What follows belongs to an exercise in optimizing a design on an open flow for small area; a production flow would make more cautious choices. The RTL was checked by simulation tests, not by an equivalence proof against the original design. Power is estimated from default activity; no workload was simulated.

// ft300_core
module ft300_core (
    input  wire         clk,
    input  wire         rst,
    input  wire [63:0]  time_now,
    input  wire         cmd_valid,
    output wire         cmd_ready,
    input  wire [7:0]   cmd_word,
    input  wire         rx_valid,
    input  wire         rx_timeout,
    output wire         rx_ready,
    input  wire [7:0]   rx_data,
    output reg          rsp_valid,
    output reg  [2:0]   rsp_op,
    output reg  [3:0]   rsp_status,
    output wire [107:0] rsp_sample,
    output wire [63:0]  rsp_freq
);
export LEC_CHECK = 0
export CAP_MARGIN = 20
export CORE_MARGIN = 2
export CORE_UTILIZATION = 65
export PLACE_DENSITY = 0.75
export SLEW_MARGIN = 20
create_clock -name core_clock -period 20.0 [get_ports {clk}]
standard.sh (not shown) runs the stock make flow with config.mk's settings and CLKGATE_MAP_FILE= SYNTH_SCRIPT=/design/flow/synth_recipe.tcl, a recipe that flattens the netlist after the stock synthesis.
==> flow/flow/run.sh <==
#!/bin/bash
# Standard ORFS flow with two layout choices changed: the port buffers use the
# smallest buffer cell, and clock tree synthesis adds no dummy loads.
set -euo pipefail
export BUFFER_PORTS_ARGS="-buffer_cell sky130_fd_sc_hd__buf_1"
export CTS_ARGS="-sink_clustering_enable -repair_clock_nets -dont_use_dummy_load -buf_list sky130_fd_sc_hd__clkbuf_8 -sink_clustering_size 18 -sink_clustering_max_diameter 45"
bash standard.sh > flow.log 2>&1
Next try:
--- a/flow/design.v
+++ b/flow/design.v
@@ -43,14 +43,16 @@
     reg       zref_zero;      
     reg       wclr;           
     reg       freq_en;        
     reg       jclr, jload;
     reg       copy_run, clr_run;
     reg [2:0] dstate;
     reg [5:0] step;
+    wire       rmode = (dstate == D_LOAD) || (dstate == D_STEP);   
+    wire [7:0] rin;
     wire inflight = (sess == S_DISC) || (sess == S_CAPT) || (sess == S_READING);
     wire ev_cycle = !busy && ph8_7;
     assign cmd_ready = ev_cycle && !inflight;
     assign rx_ready  = ev_cycle && inflight;
     wire cmd_fire  = cmd_valid && cmd_ready;
     wire to_fire   = rx_ready && rx_timeout;
     wire byte_fire = rx_ready && rx_valid && !rx_timeout;
@@ -75,14 +77,18 @@
             w[k][6:0] <= w[k][7:1];
         for (k = 0; k < 13; k = k + 1)
             w[k][7] <= chain ? w[k+1][0] : w[k][0];
         w[13][7] <= win_pass ? wdata : (chain ? w[14][0] : w[13][0]);
         w[14][7] <= chain ? w[0][0] : w[14][0];
         if (ins)
             w[14] <= rx_data;
+        if (rmode) begin
+            w[11] <= w[12];
+            w[12] <= tt[5];
+        end
     end
     reg [7:0] zz [0:11];
     wire      zchain = win_pass && ptype_dec && (t < 7'd96);
     wire      zwe, zwd;
     always @(posedge clk) begin
         for (k = 0; k < 12; k = k + 1)
             zz[k][5:0] <= zz[k][6:1];
@@ -199,23 +205,22 @@
     reg        eb, ezero, big;
     wire [8:0] ed = {1'b0, tt[0]} - {1'b0, ss[0]} - {8'd0, ph8_0 ? 1'b0 : eb};
     always @(posedge clk) begin
         for (k = 0; k < 7; k = k + 1) begin
             tt[k] <= tt[k+1];
             ss[k] <= ss[k+1];
         end
-        tt[7] <= epass ? ed[7:0] : tt[0];
+        tt[7] <= rmode ? rin : epass ? ed[7:0] : tt[0];
         ss[7] <= copy_run ? tt[0] : ss[0];
         if (tshort)
             tt[4] <= tt[0];
         if (tload)
             for (k = 0; k < 8; k = k + 1)
                 tt[k] <= time_now[8*k +: 8];
     end
-    reg [7:0] rr [0:4];
     reg [7:0] xx [0:3];      
     reg [7:0] qq [0:4];
     reg        cx, xmax, xeq;
     reg  [7:0] kd, xmd;
     always @(*) begin
         case (p5)
             3'd1: begin kd = 8'h24; xmd = 8'hDC; end
@@ -227,18 +232,19 @@
     end
     wire [7:0] xa   = p5_0 ? 8'd0 : xx[0];
     wire [8:0] xs   = {1'b0, xa} + {1'b0, kd} + {8'd0, p5_0 ? 1'b0 : cx};
     wire [7:0] xnew = xmax ? 8'h00 : xs[7:0];
     wire       xeqn = (p5_0 ? 1'b1 : xeq) & (xnew == xmd);
     reg        sR, cR, rsh, qsh, dnext, rnz;
     wire       rsi  = p5_0 ? dnext : rsh;
-    wire [7:0] ra   = {rr[0][6:0], rsi};
+    wire [7:0] ra   = {w[11][6:0], rsi};
     wire [7:0] rb   = tt[0] ^ {8{~sR}};
     wire       rci  = p5_0 ? ~sR : cR;
     wire [8:0] rsum = {1'b0, ra} + {1'b0, rb} + {8'd0, rci};
+    assign     rin  = (dstate == D_LOAD) ? 8'd0 : rsum[7:0];
     wire       qsi  = p5_0 ? ((step == 6'd0) ? 1'b0 : ~sR) : qsh;
     reg        cq;
     wire       ru = ~sR & (rnz | qq[0][0]);
     wire [8:0] qi = {1'b0, qq[0]} + {8'd0, p5_0 ? ru : cq};
     reg  [7:0] qin;
     always @(*) begin
         if (clr_run)
@@ -247,28 +253,25 @@
             D_LOAD:  qin = ezero ? qq[0] : big ? 8'd0 : xnew;
             D_STEP:  qin = {qq[0][6:0], qsi};
             D_ROUND: qin = qi[7:0];
             default: qin = qq[0];
         endcase
     end
     always @(posedge clk) begin
-        for (k = 0; k < 4; k = k + 1) begin
-            rr[k] <= rr[k+1];
+        for (k = 0; k < 4; k = k + 1)
             qq[k] <= qq[k+1];
-        end
         for (k = 0; k < 3; k = k + 1)
             xx[k] <= xx[k+1];
-        rr[4] <= (dstate == D_LOAD) ? 8'd0 : rsum[7:0];
         xx[3] <= (dstate == D_LOAD && !p5_0) ? xnew : clr_run ? 8'd0 : xx[0];
         qq[4] <= qin;
         eb  <= ed[8];
         cx  <= xs[8];
         xeq <= xeqn;
         cR  <= rsum[8];
-        rsh <= rr[0][7];
+        rsh <= w[11][7];
         qsh <= qq[0][7];
         cq  <= qi[8];
         if (epass) begin
             ezero <= (ph8_0 ? 1'b1 : ezero) & (ed[7:0] == 8'd0);
             big   <= (ph8_0 ? 1'b0 : big) |
                      ((ph8 == 3'd4) ? (|ed[7:5]) : (ph8 > 3'd4) ? (|ed[7:0]) : 1'b0);
         end
The changed run passed the timing, design-rule and antenna checks.
Final area came out lower by a few percent.
Count of clock-buffer cells in the layout shrinks by 3.
Hold slack improved by 0.043 ns.
Non-clock buffer count rises by 1.
Area after synthesis falls by a few percent.
Final cell count falls slightly.
Clock power falls by a few percent.
Power decreases by roughly a tenth.
Core utilization decreases by 1.2 points.
Global-route usage went up by 2.1 points.

-- static timing again, ports no longer ideal --
How much do the figures lean on ideal ports? The routed layouts below were timed once more, with nothing changed but the port constraints. Step 1, drivers: a clkbuf_16 drives clk and a buf_2 each remaining input, both assumed. Step 2 times the ports against the registers' clock, not the clock port: input delays grow and output delays shrink by t, the midpoint of the rising clock arrivals with the driver on. Three values: ideal, step 1, step 2; two values: the first two.
| run | shift t [ns] | slack for setup (ns) | hold WS [ns] | worst setup path after step 2 | worst register clock-pin slew, ns |
|---|---|---|---|---|---|
| the first run | 0.599 | 13.133 / 13.085 / 13.684 | 0.276 / 0.276 / 0.276 | register to output | 0.10 / 0.10 |
| the second run | 0.594 | 13.691 / 13.644 / 13.734 | 0.319 / 0.319 / 0.319 | input to register | 0.10 / 0.10 |
After both steps setup and hold are still met in every run listed.
